From an optimization exercise on the open Yosys and OpenROAD flow, aimed at small area, a short achievable clock period and few clock cycles per item; shortcuts taken in it are not production practice. Only simulation tests tie the RTL to the original design; equivalence was not proved.

--- constraint.sdc ---
create_clock -name core_clock -period 10.0 [get_ports {clk}]
set_input_delay 2.0000 -clock core_clock [delete_from_list [all_inputs] [get_ports {clk}]]
set_output_delay 2.0000 -clock core_clock [all_outputs]
set_load 0.01 [all_outputs]
--- run.sh ---
#!/bin/bash
# synth_recipe.tcl (not shown) runs the flow's synth.tcl, then flattens the netlist and writes it again
# the make line also repeats each setting of config.mk as NAME=value (left out here)
make -C /OpenROAD-flow-scripts/flow DESIGN_CONFIG=/design/flow/config.mk WORK_HOME=/design/flow/orfs CLKGATE_MAP_FILE= SYNTH_SCRIPT=/design/flow/synth_recipe.tcl finish
--- config.mk ---
export PLATFORM = sky130hd
export DESIGN_NAME = aes_cbc_engine
export DESIGN_NICKNAME = aes_cbc_engine
export VERILOG_FILES = /design/flow/design.v
export SDC_FILE = /design/flow/constraint.sdc
export NUM_CORES = 8
export LEC_CHECK = 0
export CAP_MARGIN = 20
export CORE_MARGIN = 2
export CORE_UTILIZATION = 30
export PLACE_DENSITY = 0.45
export SLEW_MARGIN = 20
--- design.v ---
module aes_sbox (
    input  wire [7:0] a,
    output wire [7:0] y
);
    wire U0, U1, U2, U3, U4, U5, U6, U7;
    assign U0 = a[7];
    assign U1 = a[6];
    assign U2 = a[5];
    assign U3 = a[4];
    assign U4 = a[3];
    assign U5 = a[2];
    assign U6 = a[1];
    assign U7 = a[0];
    wire T1, T2, T3, T4, T5, T6, T7, T8, T9, T10, T11, T12, T13, T14, T15, T16;
    wire T17, T18, T19, T20, T21, T22, T23, T24, T25, T26, T27, M1, M2, M3, M4, M5;
    wire M6, M7, M8, M9, M10, M11, M12, M13, M14, M15, M16, M17, M18, M19, M20, M21;
    wire M22, M23, M24, M25, M26, M27, M28, M29, M30, M31, M32, M33, M34, M35, M36, M37;
    wire M38, M39, M40, M41, M42, M43, M44, M45, M46, M47, M48, M49, M50, M51, M52, M53;
    wire M54, M55, M56, M57, M58, M59, M60, M61, M62, M63, L0, L1, L2, L3, L4, L5;
    wire L6, L7, L8, L9, L10, L11, L12, L13, L14, L15, L16, L17, L18, L19, L20, L21;
    wire L22, L23, L24, L25, L26, L27, L28, L29, S0, S1, S2, S3, S4, S5, S6, S7;
    assign T1 = U0 ^ U3;
    assign T2 = U0 ^ U5;
    assign T3 = U0 ^ U6;
    assign T4 = U3 ^ U5;
    assign T5 = U4 ^ U6;
    assign T6 = T1 ^ T5;
    assign T7 = U1 ^ U2;
    assign T8 = U7 ^ T6;
    assign T9 = U7 ^ T7;
    assign T10 = T6 ^ T7;
    assign T11 = U1 ^ U5;
    assign T12 = U2 ^ U5;
    assign T13 = T3 ^ T4;
    assign T14 = T6 ^ T11;
    assign T15 = T5 ^ T11;
    assign T16 = T5 ^ T12;
    assign T17 = T9 ^ T16;
    assign T18 = U3 ^ U7;
    assign T19 = T7 ^ T18;
    assign T20 = T1 ^ T19;
    assign T21 = U6 ^ U7;
    assign T22 = T7 ^ T21;
    assign T23 = T2 ^ T22;
    assign T24 = T2 ^ T10;
    assign T25 = T20 ^ T17;
    assign T26 = T3 ^ T16;
    assign T27 = T1 ^ T12;
    assign M1 = T13 & T6;
    assign M2 = T23 & T8;
    assign M3 = T14 ^ M1;
    assign M4 = T19 & U7;
    assign M5 = M4 ^ M1;
    assign M6 = T3 & T16;
    assign M7 = T22 & T9;
    assign M8 = T26 ^ M6;
    assign M9 = T20 & T17;
    assign M10 = M9 ^ M6;
    assign M11 = T1 & T15;
    assign M12 = T4 & T27;
    assign M13 = M12 ^ M11;
    assign M14 = T2 & T10;
    assign M15 = M14 ^ M11;
    assign M16 = M3 ^ M2;
    assign M17 = M5 ^ T24;
    assign M18 = M8 ^ M7;
    assign M19 = M10 ^ M15;
    assign M20 = M16 ^ M13;
    assign M21 = M17 ^ M15;
    assign M22 = M18 ^ M13;
    assign M23 = M19 ^ T25;
    assign M24 = M22 ^ M23;
    assign M25 = M22 & M20;
    assign M26 = M21 ^ M25;
    assign M27 = M20 ^ M21;
    assign M28 = M23 ^ M25;
    assign M29 = M28 & M27;
    assign M30 = M26 & M24;
    assign M31 = M20 & M23;
    assign M32 = M27 & M31;
    assign M33 = M27 ^ M25;
    assign M34 = M21 & M22;
    assign M35 = M24 & M34;
    assign M36 = M24 ^ M25;
    assign M37 = M21 ^ M29;
    assign M38 = M32 ^ M33;
    assign M39 = M23 ^ M30;
    assign M40 = M35 ^ M36;
    assign M41 = M38 ^ M40;
    assign M42 = M37 ^ M39;
    assign M43 = M37 ^ M38;
    assign M44 = M39 ^ M40;
    assign M45 = M42 ^ M41;
    assign M46 = M44 & T6;
    assign M47 = M40 & T8;
    assign M48 = M39 & U7;
    assign M49 = M43 & T16;
    assign M50 = M38 & T9;
    assign M51 = M37 & T17;
    assign M52 = M42 & T15;
    assign M53 = M45 & T27;
    assign M54 = M41 & T10;
    assign M55 = M44 & T13;
    assign M56 = M40 & T23;
    assign M57 = M39 & T19;
    assign M58 = M43 & T3;
    assign M59 = M38 & T22;
    assign M60 = M37 & T20;
    assign M61 = M42 & T1;
    assign M62 = M45 & T4;
    assign M63 = M41 & T2;
    assign L0 = M61 ^ M62;
    assign L1 = M50 ^ M56;
    assign L2 = M46 ^ M48;
    assign L3 = M47 ^ M55;
    assign L4 = M54 ^ M58;
    assign L5 = M49 ^ M61;
    assign L6 = M62 ^ L5;
    assign L7 = M46 ^ L3;
    assign L8 = M51 ^ M59;
    assign L9 = M52 ^ M53;
    assign L10 = M53 ^ L4;
    assign L11 = M60 ^ L2;
    assign L12 = M48 ^ M51;
    assign L13 = M50 ^ L0;
    assign L14 = M52 ^ M61;
    assign L15 = M55 ^ L1;
    assign L16 = M56 ^ L0;
    assign L17 = M57 ^ L1;
    assign L18 = M58 ^ L8;
    assign L19 = M63 ^ L4;
    assign L20 = L0 ^ L1;
    assign L21 = L1 ^ L7;
    assign L22 = L3 ^ L12;
    assign L23 = L18 ^ L2;
    assign L24 = L15 ^ L9;
    assign L25 = L6 ^ L10;
    assign L26 = L7 ^ L9;
    assign L27 = L8 ^ L10;
    assign L28 = L11 ^ L14;
    assign L29 = L11 ^ L17;
    assign S0 = L6 ^ L24;
    assign S1 = ~(L16 ^ L26);
    assign S2 = ~(L19 ^ L28);
    assign S3 = L6 ^ L21;
    assign S4 = L20 ^ L22;
    assign S5 = L25 ^ L29;
    assign S6 = ~(L13 ^ L27);
    assign S7 = ~(L6 ^ L23);
    assign y = {S0, S1, S2, S3, S4, S5, S6, S7};
endmodule
module aes_sbox_comb (
    input  wire       enc,
    input  wire [7:0] a,
    input  wire [7:0] b,
    output wire [7:0] y
);
    wire [7:0] bi;
    assign bi[0] = ~(b[2] ^ b[5] ^ b[7]);
    assign bi[1] = b[0] ^ b[3] ^ b[6];
    assign bi[2] = ~(b[1] ^ b[4] ^ b[7]);
    assign bi[3] = b[0] ^ b[2] ^ b[5];
    assign bi[4] = b[1] ^ b[3] ^ b[6];
    assign bi[5] = b[2] ^ b[4] ^ b[7];
    assign bi[6] = b[0] ^ b[3] ^ b[5];
    assign bi[7] = b[1] ^ b[4] ^ b[6];
    wire [7:0] u = enc ? a : bi;
    wire U0, U1, U2, U3, U4, U5, U6, U7;
    assign U0 = u[7];
    assign U1 = u[6];
    assign U2 = u[5];
    assign U3 = u[4];
    assign U4 = u[3];
    assign U5 = u[2];
    assign U6 = u[1];
    assign U7 = u[0];
    wire T1, T2, T3, T4, T5, T6, T7, T8, T9, T10, T11, T12, T13, T14, T15, T16, T17, T18, T19, T20, T21, T22, T23, T24, T25, T26, T27, M1, M2, M3, M4, M5, M6, M7, M8, M9, M10, M11, M12, M13, M14, M15, M16, M17, M18, M19, M20, M21, M22, M23, M24, M25, M26, M27, M28, M29, M30, M31, M32, M33, M34, M35, M36, M37, M38, M39, M40, M41, M42, M43, M44, M45, M46, M47, M48, M49, M50, M51, M52, M53, M54, M55, M56, M57, M58, M59, M60, M61, M62, M63;
    assign T1 = U0 ^ U3;
    assign T2 = U0 ^ U5;
    assign T3 = U0 ^ U6;
    assign T4 = U3 ^ U5;
    assign T5 = U4 ^ U6;
    assign T6 = T1 ^ T5;
    assign T7 = U1 ^ U2;
    assign T8 = U7 ^ T6;
    assign T9 = U7 ^ T7;
    assign T10 = T6 ^ T7;
    assign T11 = U1 ^ U5;
    assign T12 = U2 ^ U5;
    assign T13 = T3 ^ T4;
    assign T14 = T6 ^ T11;
    assign T15 = T5 ^ T11;
    assign T16 = T5 ^ T12;
    assign T17 = T9 ^ T16;
    assign T18 = U3 ^ U7;
    assign T19 = T7 ^ T18;
    assign T20 = T1 ^ T19;
    assign T21 = U6 ^ U7;
    assign T22 = T7 ^ T21;
    assign T23 = T2 ^ T22;
    assign T24 = T2 ^ T10;
    assign T25 = T20 ^ T17;
    assign T26 = T3 ^ T16;
    assign T27 = T1 ^ T12;
    assign M1 = T13 & T6;
    assign M2 = T23 & T8;
    assign M3 = T14 ^ M1;
    assign M4 = T19 & U7;
    assign M5 = M4 ^ M1;
    assign M6 = T3 & T16;
    assign M7 = T22 & T9;
    assign M8 = T26 ^ M6;
    assign M9 = T20 & T17;
    assign M10 = M9 ^ M6;
    assign M11 = T1 & T15;
    assign M12 = T4 & T27;
    assign M13 = M12 ^ M11;
    assign M14 = T2 & T10;
    assign M15 = M14 ^ M11;
    assign M16 = M3 ^ M2;
    assign M17 = M5 ^ T24;
    assign M18 = M8 ^ M7;
    assign M19 = M10 ^ M15;
    assign M20 = M16 ^ M13;
    assign M21 = M17 ^ M15;
    assign M22 = M18 ^ M13;
    assign M23 = M19 ^ T25;
    assign M24 = M22 ^ M23;
    assign M25 = M22 & M20;
    assign M26 = M21 ^ M25;
    assign M27 = M20 ^ M21;
    assign M28 = M23 ^ M25;
    assign M29 = M28 & M27;
    assign M30 = M26 & M24;
    assign M31 = M20 & M23;
    assign M32 = M27 & M31;
    assign M33 = M27 ^ M25;
    assign M34 = M21 & M22;
    assign M35 = M24 & M34;
    assign M36 = M24 ^ M25;
    assign M37 = M21 ^ M29;
    assign M38 = M32 ^ M33;
    assign M39 = M23 ^ M30;
    assign M40 = M35 ^ M36;
    assign M41 = M38 ^ M40;
    assign M42 = M37 ^ M39;
    assign M43 = M37 ^ M38;
    assign M44 = M39 ^ M40;
    assign M45 = M42 ^ M41;
    assign M46 = M44 & T6;
    assign M47 = M40 & T8;
    assign M48 = M39 & U7;
    assign M49 = M43 & T16;
    assign M50 = M38 & T9;
    assign M51 = M37 & T17;
    assign M52 = M42 & T15;
    assign M53 = M45 & T27;
    assign M54 = M41 & T10;
    assign M55 = M44 & T13;
    assign M56 = M40 & T23;
    assign M57 = M39 & T19;
    assign M58 = M43 & T3;
    assign M59 = M38 & T22;
    assign M60 = M37 & T20;
    assign M61 = M42 & T1;
    assign M62 = M45 & T4;
    assign M63 = M41 & T2;
    wire [7:0] ys, yi;
    assign ys[0] = ~(M46 ^ M48 ^ M49 ^ M51 ^ M58 ^ M59 ^ M61 ^ M62);
    assign ys[1] = ~(M50 ^ M51 ^ M53 ^ M54 ^ M58 ^ M59 ^ M61 ^ M62);
    assign ys[2] = M46 ^ M48 ^ M49 ^ M50 ^ M53 ^ M54 ^ M56 ^ M57 ^ M58 ^ M60 ^ M61 ^ M62;
    assign ys[3] = M47 ^ M48 ^ M50 ^ M51 ^ M55 ^ M56 ^ M61 ^ M62;
    assign ys[4] = M46 ^ M47 ^ M49 ^ M50 ^ M55 ^ M56 ^ M61 ^ M62;
    assign ys[5] = ~(M46 ^ M48 ^ M52 ^ M54 ^ M58 ^ M60 ^ M61 ^ M63);
    assign ys[6] = ~(M46 ^ M47 ^ M52 ^ M53 ^ M55 ^ M56 ^ M61 ^ M62);
    assign ys[7] = M49 ^ M50 ^ M52 ^ M53 ^ M55 ^ M56 ^ M61 ^ M62;
    assign yi[0] = M55 ^ M57 ^ M61 ^ M63;
    assign yi[1] = M49 ^ M50 ^ M52 ^ M53 ^ M58 ^ M59 ^ M61 ^ M62;
    assign yi[2] = M46 ^ M47 ^ M50 ^ M51 ^ M52 ^ M54 ^ M58 ^ M59 ^ M61 ^ M62;
    assign yi[3] = M46 ^ M48 ^ M50 ^ M51 ^ M52 ^ M53 ^ M56 ^ M57 ^ M58 ^ M59 ^ M61 ^ M63;
    assign yi[4] = M46 ^ M48 ^ M52 ^ M54 ^ M58 ^ M59 ^ M61 ^ M62;
    assign yi[5] = M47 ^ M48 ^ M49 ^ M50 ^ M52 ^ M54 ^ M56 ^ M57 ^ M58 ^ M60 ^ M61 ^ M62;
    assign yi[6] = M47 ^ M48 ^ M49 ^ M50 ^ M52 ^ M54 ^ M55 ^ M56 ^ M59 ^ M60 ^ M61 ^ M63;
    assign yi[7] = M49 ^ M51 ^ M52 ^ M54 ^ M58 ^ M59 ^ M61 ^ M62;
    assign y = enc ? ys : yi;
endmodule
module aes_mixcol (
    input  wire [31:0] a,
    output wire [31:0] y
);
    wire [7:0] a0 = a[31:24], a1 = a[23:16], a2 = a[15:8], a3 = a[7:0];
    wire [7:0] x0 = {a0[6:0], 1'b0} ^ (a0[7] ? 8'h1b : 8'h00);
    wire [7:0] x1 = {a1[6:0], 1'b0} ^ (a1[7] ? 8'h1b : 8'h00);
    wire [7:0] x2 = {a2[6:0], 1'b0} ^ (a2[7] ? 8'h1b : 8'h00);
    wire [7:0] x3 = {a3[6:0], 1'b0} ^ (a3[7] ? 8'h1b : 8'h00);
    assign y[31:24] = x0 ^ (x1 ^ a1) ^ a2 ^ a3;
    assign y[23:16] = a0 ^ x1 ^ (x2 ^ a2) ^ a3;
    assign y[15:8]  = a0 ^ a1 ^ x2 ^ (x3 ^ a3);
    assign y[7:0]   = (x0 ^ a0) ^ a1 ^ a2 ^ x3;
endmodule
module aes_pmix (
    input  wire [31:0] a,
    output wire [31:0] y
);
    wire [7:0] a0 = a[31:24], a1 = a[23:16], a2 = a[15:8], a3 = a[7:0];
    wire [7:0] s02 = a0 ^ a2;
    wire [7:0] s13 = a1 ^ a3;
    wire [7:0] f02 = {s02[5:0], 2'b00} ^ (s02[6] ? 8'h1b : 8'h00) ^ (s02[7] ? 8'h36 : 8'h00);
    wire [7:0] f13 = {s13[5:0], 2'b00} ^ (s13[6] ? 8'h1b : 8'h00) ^ (s13[7] ? 8'h36 : 8'h00);
    assign y[31:24] = a0 ^ f02;
    assign y[23:16] = a1 ^ f13;
    assign y[15:8]  = a2 ^ f02;
    assign y[7:0]   = a3 ^ f13;
endmodule
module aes_round (
    input  wire         enc,
    input  wire [127:0] s,
    input  wire [127:0] rk,
    output wire [127:0] q,
    output wire [127:0] rnd
);
    wire [127:0] sb;
    genvar i;
    generate
        for (i = 0; i < 16; i = i + 1) begin : g_sub
            aes_sbox_comb u_sbox (
                .enc(enc),
                .a  (s[127-8*((i % 4) + 4*(((i / 4) + (i % 4)) % 4)) -: 8]),
                .b  (s[127-8*((i % 4) + 4*(((i / 4) + 4 - (i % 4)) % 4)) -: 8]),
                .y  (sb[127-8*i -: 8])
            );
        end
    endgenerate
    assign q = sb ^ rk;
    wire [127:0] pm, mi, mo;
    generate
        for (i = 0; i < 4; i = i + 1) begin : g_mix
            aes_pmix   u_p   (.a(q[127-32*i -: 32]),  .y(pm[127-32*i -: 32]));
            aes_mixcol u_mix (.a(mi[127-32*i -: 32]), .y(mo[127-32*i -: 32]));
        end
    endgenerate
    assign mi  = enc ? sb : pm;
    assign rnd = mo ^ (enc ? rk : 128'h0);
endmodule
module aes_key_step (
    input  wire [255:0] w,
    input  wire         fwd,
    input  wire         rot,      
    input  wire [7:0]   rcon,
    output wire [255:0] nw
);
    wire [31:0] last = w[31:0];
    wire [31:0] sw_in = rot ? {last[23:0], last[31:24]} : last;
    wire [31:0] sw;
    aes_sbox s0 (.a(sw_in[31:24]), .y(sw[31:24]));
    aes_sbox s1 (.a(sw_in[23:16]), .y(sw[23:16]));
    aes_sbox s2 (.a(sw_in[15:8]),  .y(sw[15:8]));
    aes_sbox s3 (.a(sw_in[7:0]),   .y(sw[7:0]));
    wire [31:0] t = sw ^ (rot ? {rcon, 24'h0} : 32'h0);
    wire [31:0] h0 = w[255:224], h1 = w[223:192], h2 = w[191:160], h3 = w[159:128];
    wire [31:0] n0 = h0 ^ t;
    wire [31:0] n1 = h1 ^ (fwd ? n0 : h0);
    wire [31:0] n2 = h2 ^ (fwd ? n1 : h1);
    wire [31:0] n3 = h3 ^ (fwd ? n2 : h2);
    assign nw = {w[127:0], n0, n1, n2, n3};
endmodule
module aes_cbc_engine (
    input  wire         clk,
    input  wire         rst,              
    input  wire         in_valid,
    output wire         in_ready,
    input  wire [2:0]   in_op,            
    input  wire         in_dir,           
    input  wire         in_ecb,           
    input  wire         in_seq_present,   
    input  wire [47:0]  in_seq,           
    input  wire [255:0] in_key,           
    input  wire [127:0] in_data,          
    output wire         out_valid,
    input  wire         out_ready,
    output wire [127:0] out_data,
    output wire         out_nokey         
);
    localparam [2:0] OP_SETKEY  = 3'd1;
    localparam [2:0] OP_SETIV   = 3'd2;
    localparam [2:0] OP_ENC     = 3'd3;
    localparam [2:0] OP_DEC     = 3'd4;
    localparam [2:0] OP_ZEROIZE = 3'd5;
    localparam [2:0] S_IDLE = 3'd0;
    localparam [2:0] S_ENC  = 3'd1;
    localparam [2:0] S_DEC  = 3'd2;
    localparam [2:0] S_EXP0 = 3'd3;    
    localparam [2:0] S_EXP  = 3'd4;    
    localparam [2:0] AK_SIMPLE  = 3'd0;    
    localparam [2:0] AK_NOKEY   = 3'd1;    
    localparam [2:0] AK_STARTED = 3'd2;    
    localparam [2:0] AK_MERGE   = 3'd3;    
    localparam [2:0] AK_DECEND  = 3'd4;    
    localparam [2:0] AK_DECDONE = 3'd5;    
    reg  [2:0]   state;
    reg  [3:0]   rnd;
    reg          ecb;             
    reg          key_valid;
    reg          kend_valid;      
    reg  [255:0] kmaster;         
    reg  [255:0] kend;            
    reg  [255:0] w;               
    reg  [127:0] st;              
    reg  [127:0] ce;
    reg  [127:0] cd;
    reg          rdy;
    reg  [2:0]   ak;
    reg          ov;
    reg          onk;
    reg          osel_st;         
    reg          osel_ce;         
    assign in_ready  = rdy;
    assign out_valid = ov;
    assign out_nokey = onk;
    assign out_data  = (st & {128{osel_st}}) | (ce & {128{osel_ce}});
    wire take     = in_valid && rdy;
    wire out_free = !ov || out_ready;       
    wire is_enc   = (in_op == OP_ENC);
    wire is_dec   = (in_op == OP_DEC);
    wire [127:0] iv = (in_op == OP_SETIV && in_seq_present) ? {in_seq, in_seq, in_seq[47:16]} : 128'h0;
    wire dec_mode = (state == S_DEC);
    wire [127:0] rk = w[127:0];
    wire [127:0] r_q, r_rnd;
    aes_round u_round (.enc(!dec_mode), .s(st), .rk(rk), .q(r_q), .rnd(r_rnd));
    wire [255:0] w_step;
    aes_key_step u_kstep (
        .w   (w),
        .fwd (!dec_mode),
        .rot (rnd[0]),
        .rcon(8'h01 << rnd[3:1]),
        .nw  (w_step)
    );
    wire [127:0] st_load = in_data
                         ^ ((is_enc && !in_ecb) ? ce : 128'h0)
                         ^ (is_enc ? kmaster[255:128] : kend[255:128]);
    wire idle_like = (state == S_IDLE) || (state == S_EXP0) || (state == S_EXP);
    always @(posedge clk) begin
        if (rst) begin
            state      <= S_IDLE;
            rnd        <= 4'd0;
            key_valid  <= 1'b0;
            kend_valid <= 1'b0;
            ce         <= 128'h0;
            cd         <= 128'h0;
            rdy        <= 1'b0;
            ak         <= AK_SIMPLE;
            ov         <= 1'b0;
            onk        <= 1'b0;
            osel_st    <= 1'b0;
            osel_ce    <= 1'b0;
        end else begin
            rdy <= 1'b0;
            if (ov && out_ready)
                ov <= 1'b0;
            case (state)
            S_ENC: begin
                if (rnd != 4'd14) begin
                    st  <= r_rnd;
                    w   <= w_step;
                    rnd <= rnd + 4'd1;
                    if (rnd == 4'd13) begin
                        kend       <= {w_step[127:0], w[127:0]};
                        kend_valid <= 1'b1;
                    end
                    if (rnd == 4'd13 && in_valid && !rdy && out_free) begin
                        if (is_enc && !in_ecb && !ecb) begin
                            rdy <= 1'b1;
                            ak  <= AK_MERGE;
                        end else if (!is_enc && !is_dec) begin
                            rdy <= 1'b1;
                            ak  <= AK_SIMPLE;
                        end
                    end
                end else if (out_free) begin
                    ov      <= 1'b1;
                    onk     <= 1'b0;
                    if (!ecb)
                        ce <= r_q;
                    if (take && ak == AK_MERGE) begin
                        st      <= r_q ^ in_data ^ kmaster[255:128];
                        w       <= kmaster;
                        rnd     <= 4'd1;
                        ecb     <= 1'b0;
                        osel_st <= 1'b0;
                        osel_ce <= 1'b1;
                    end else begin
                        st      <= r_q;
                        osel_st <= 1'b1;
                        osel_ce <= 1'b0;
                        state   <= S_IDLE;
                    end
                end
            end
            S_DEC: begin
                if (rnd != 4'd0) begin
                    st  <= r_rnd;
                    w   <= w_step;
                    rnd <= rnd - 4'd1;
                    if (rnd == 4'd1 && out_free) begin
                        rdy <= 1'b1;
                        ak  <= AK_DECEND;
                    end
                end else if (out_free) begin
                    st    <= r_q ^ (ecb ? 128'h0 : cd);
                    state <= S_IDLE;
                    if (take) begin
                        ov      <= 1'b1;
                        onk     <= 1'b0;
                        osel_st <= 1'b1;
                        osel_ce <= 1'b0;
                        if (!ecb)
                            cd <= in_data;
                    end else begin
                        rdy <= 1'b1;
                        ak  <= AK_DECDONE;
                    end
                end
            end
            S_EXP0: begin
                w     <= kmaster;
                rnd   <= 4'd1;
                state <= S_EXP;
            end
            S_EXP: begin
                w   <= w_step;
                rnd <= rnd + 4'd1;
                if (rnd == 4'd13) begin
                    kend       <= {w_step[127:0], w[127:0]};
                    kend_valid <= 1'b1;
                    state      <= S_IDLE;
                end
            end
            default: ;
            endcase
            if (idle_like && in_valid && !rdy && out_free) begin
                if ((is_enc || is_dec) && !key_valid) begin
                    rdy <= 1'b1;
                    ak  <= AK_NOKEY;
                end else if (is_enc) begin
                    st    <= st_load;
                    w     <= kmaster;
                    rnd   <= 4'd1;
                    ecb   <= in_ecb;
                    state <= S_ENC;
                    rdy   <= 1'b1;
                    ak    <= AK_STARTED;
                end else if (is_dec) begin
                    if (kend_valid) begin
                        st    <= st_load;
                        w     <= kend;
                        rnd   <= 4'd13;
                        ecb   <= in_ecb;
                        state <= S_DEC;
                    end else if (state == S_IDLE) begin
                        state <= S_EXP0;
                    end
                end else begin
                    rdy <= 1'b1;
                    ak  <= AK_SIMPLE;
                end
            end
            if (take) begin
                case (ak)
                AK_NOKEY: begin
                    ov      <= 1'b1;
                    onk     <= 1'b1;
                    osel_st <= 1'b0;
                    osel_ce <= 1'b0;
                end
                AK_DECDONE: begin
                    ov      <= 1'b1;
                    onk     <= 1'b0;
                    osel_st <= 1'b1;
                    osel_ce <= 1'b0;
                    if (!ecb)
                        cd <= in_data;
                end
                AK_SIMPLE: begin
                    case (in_op)
                    OP_SETKEY: begin
                        kmaster    <= in_key;
                        key_valid  <= 1'b1;
                        kend_valid <= 1'b0;
                        state      <= S_EXP0;
                    end
                    OP_SETIV: begin
                        if (in_dir) cd <= iv;
                        else        ce <= iv;
                    end
                    OP_ZEROIZE: begin
                        kmaster    <= 256'h0;
                        kend       <= 256'h0;
                        key_valid  <= 1'b0;
                        kend_valid <= 1'b0;
                        ce         <= iv;
                        cd         <= iv;
                        if (state != S_ENC)
                            state <= S_IDLE;
                    end
                    default: ;
                    endcase
                end
                default: ;
                endcase
            end
        end
    end
endmodule
==> run notes <==
layout by cell type, fill, tap and decap left out, types with 295 or more instances in the layout:
master,instances
a31oi_1,295
buf_4,1601
o22ai_1,324
mux2i_1,578
nor3_1,298
xnor2_1,2427
a21oi_1,1887
o21ai_0,965
nand2_1,2040
clkdlybuf4s50_1,571
and2_1,341
nor2_1,1363
xor2_1,920
edfxtp_1,897
area by class of cell:
type | instances | area (um^2) | share of cell area [%]
antenna | 67 | 167.7 | 0.09662
clock buffer | 198 | 4228 | 2.436
clock inverter | 72 | 686.9 | 0.3959
inverter | 119 | 454.2 | 0.2617
multi-input combinational | 15468 | 108600 | 62.56
sequential | 1170 | 32410 | 18.68
tap | 6475 | 8102 | 4.669
timing repair buffer | 2233 | 18920 | 10.90
registers in the layout, summed over array words and instances, names as in the netlist, 3 cells and up:
name / cells
ak: 3
cd: 128
ce: 128
kend: 256
kmaster: 256
rnd: 4
st: 128
state: 3
w: 256
metrics by stage:
step	setup TNS [ns]	area (um^2)	utilization [%]	setup slack, ns	hold slack [ns]
6_report	0	173500	35.50	0.1887	0.5013
5_1_grt	-0.001305	173400	35.48	-0.001305	0.5309
4_1_cts	0	173000	35.40	0.009580	0.5016
3_5_place_dp	0	168100	34.40	0.1062	0.4914
3_3_place_gp	-0.05115	168000	34.38	-0.05115	0.4855
2_1_floorplan	0	147000	-	0.2269	0.4579
what timing repair did:
| item | CTS | global route |
|---|---|---|
| endpoints found under the setup margin | 0 | 83 |
| hold endpoints to repair | 0 | 0 |
| buffers inserted | 0 | 5 |
| resized for setup | 0 | 16 |
final timing paths:
kind              startpoint  depth (start not counted)  slack (ns)  endpoint
setup / recovery    state[1]                         28        0.19   st[124]
hold / removal       ce[112]                          2        0.50   ce[112]
setup reg to reg    state[1]                         28        0.19   st[124]
hold reg to reg      ce[112]                          2        0.50   ce[112]
worst max-delay path: cells and delay by family (launching register included):
| family | cells | cell delay, ns |
|---|---|---|
| AO/OA/AOI/OAI | 6 | 1.56 |
| XOR/XNOR | 11 | 4.22 |
| adder cells (fa/ha/maj) | 1 | 0.32 |
| buffers and inverters | 5 | 0.95 |
| flip-flops | 1 | 0.52 |
| AND/OR/NAND/NOR | 5 | 1.83 |
logic make-up (layout without fill, tap and decap cells):
group                      count (synthesis)  after routing  share of synthesized area (%)
other                                      0             67                              0
DFF                                     1170           1170                          22.05
xor gates and xnor gates                3805           3805                          26.17
buffers and inverters                   1722           2622                          4.851
adders and majority gates                 58             58                         0.4700
muxes                                    669            669                          4.694
and+or+nand+nor                         4999           4999                          15.17
AOI/OAI and AO/OA                       5937           5937                          26.59
routing by layer:
layer	GRT usage [%]	vias up	share of wire (%)
met4	23.48	54	7.5
met3	10.84	1768	12
li1	-	68503	-
met1	50.36	80006	41
met5	0	-	0.037
met2	52.86	10614	40
==> qor.csv <==
stage,metric,value,unit
synthesis,"Seq/Total Area, Yosys",22.05,%
floorplan,die area,0.4955,mm^2
synthesis,"count leader, synth",xnor2_1,
worst_setup_path,WP data arrival,10.39,ns
worst_setup_path,Crit Path Max Fanout,41,
placed_design,number of port buffers,572,
clocking,CTS buffer count,154,
drt,drt via density,6.238,
synthesis,Synth Flop Type,edfxtp_1,
timing,# setup viols final,0,
worst_setup_path,critical path type,reg2reg,
clocking,Worst-path clk slew,0.07,ns
synthesis,Synth area leaders,"edfxtp_1, xnor2_1, a21oi_1",
clocking,H-tree depth,4,
floorplan,Die Span Y,703.9,um
clocking,Root Buffer,clkbuf_16,
timing,final hold violations,0,
timing,min cycle time layout,9.811,ns
synthesis,top cell type's share of synthesized area,18.33,%
synthesis,asr flop ratio synth,0,%
drt,DRC,0,
cells_and_area,layout cell share with drive strength beyond 1,12.20,%
floorplan,number of cell rows,257,
global_route,initial antenna violation count,128,
drt,initial drt markers,25069,
worst_setup_path,Critical Path Start Type,flip-flop,
run,maximum capacitance violations,0,
placed_design,dpl hpwl,771.2,mm
worst_setup_path,slowest cell on the critical path,xnor3_1,
global_route,largest net degree at the start of global routing,162,
synthesis,Synth cell types,134,
synthesis,Post-Syn Instances,18360,
clocking,Worst-Skew Late Latency,0.90,ns
floorplan,starting density of the core,30.07,%
cells_and_area,Layout Nets,19632,
worst_setup_path,crit-path max cell delay,0.64,ns
clocking,CTS Hold Bufs,0,
synthesis,Post-synth EDFFs,897,
global_route,GRT Overall Usage,37.65,%
synthesis,syn nets,18846,
synthesis,synth cell count leaders,"xnor2_1, nand2_1, a21oi_1",
hold_path,HP Class,reg2reg,
timing,slew of the pin with the lowest slew margin,1.363,ns
drt,First-pass DRT Iterations,10,
timing,Peak Freq,101.9,MHz
worst_setup_path,Crit. End Element,flip-flop,
timing,relative slew slack,9.126,%
cells_and_area,FILL cells,51563,
status,status,"complete, no violations",
worst_setup_path,WP data required,10.58,ns
drt,via count,160945,
drt,Post-Route WL,985.1,mm
drt,Routed WL per cell,38.18,um
floorplan,Die W,703.9,um
cells_and_area,number of non-filler instances in the completed layout,25802,
placed_design,Final GP Congestion,1.034,
global_route,vias in the first global route,143588,
synthesis,Synth area leader,edfxtp_1,
clocking,worst-case clock buffer depth,4,
timing,Clock Skews,0.07447,ns
global_route,first-pass GRT wire length,1306,mm
floorplan,num ports,573,
global_route,aggregate global routing overflow,0,
synthesis,Yosys warning count,1,
timing,period utilisation layout,98.11,%
floorplan,Core Region,0.4888,mm^2
synthesis,Yosys reg bits,1170,
drt,post-route ant nets,0,
clocking,CTS tree,yes,
timing,"Slew Viols, Final",0,
cells_and_area,Synth-to-Final Area Change,18.07,%
synthesis,Syn Area/Cell,8.005,um^2
clocking,CTS sink count,1170,
synthesis,post-synthesis cell area,0.1470,mm^2
worst_setup_path,Most common cell on crit path,xnor3_1,
placed_design,Cells after DPL,25455,
Testbench counts, summed over its fixed seeds: cycles 41,609, blocks 2,785.

## afterwards: timing with drivers on the ports
The flow's constraints put no driver on any port. The routed layout listed below was extracted and timed again, unchanged, in two steps.
Step 1: set_driving_cell puts a clkbuf_16 on clk and a buf_2 on each other input, an assumption about the parent block.
Step 2 also shifts input and output timing later by t, the mid clock arrival at the registers, as if the neighbouring blocks saw the same clock.
Three values: ideal, step 1, step 2; two values: the first two.
t, ns: 0.970
setup slack, ns: 0.189 / 0.189 / 0.189
worst setup path at the end: register to register
After both steps setup and hold are still met in this run. The setup slack of this run moves by 0.000 ns with the drivers and by 0.000 ns with both steps.
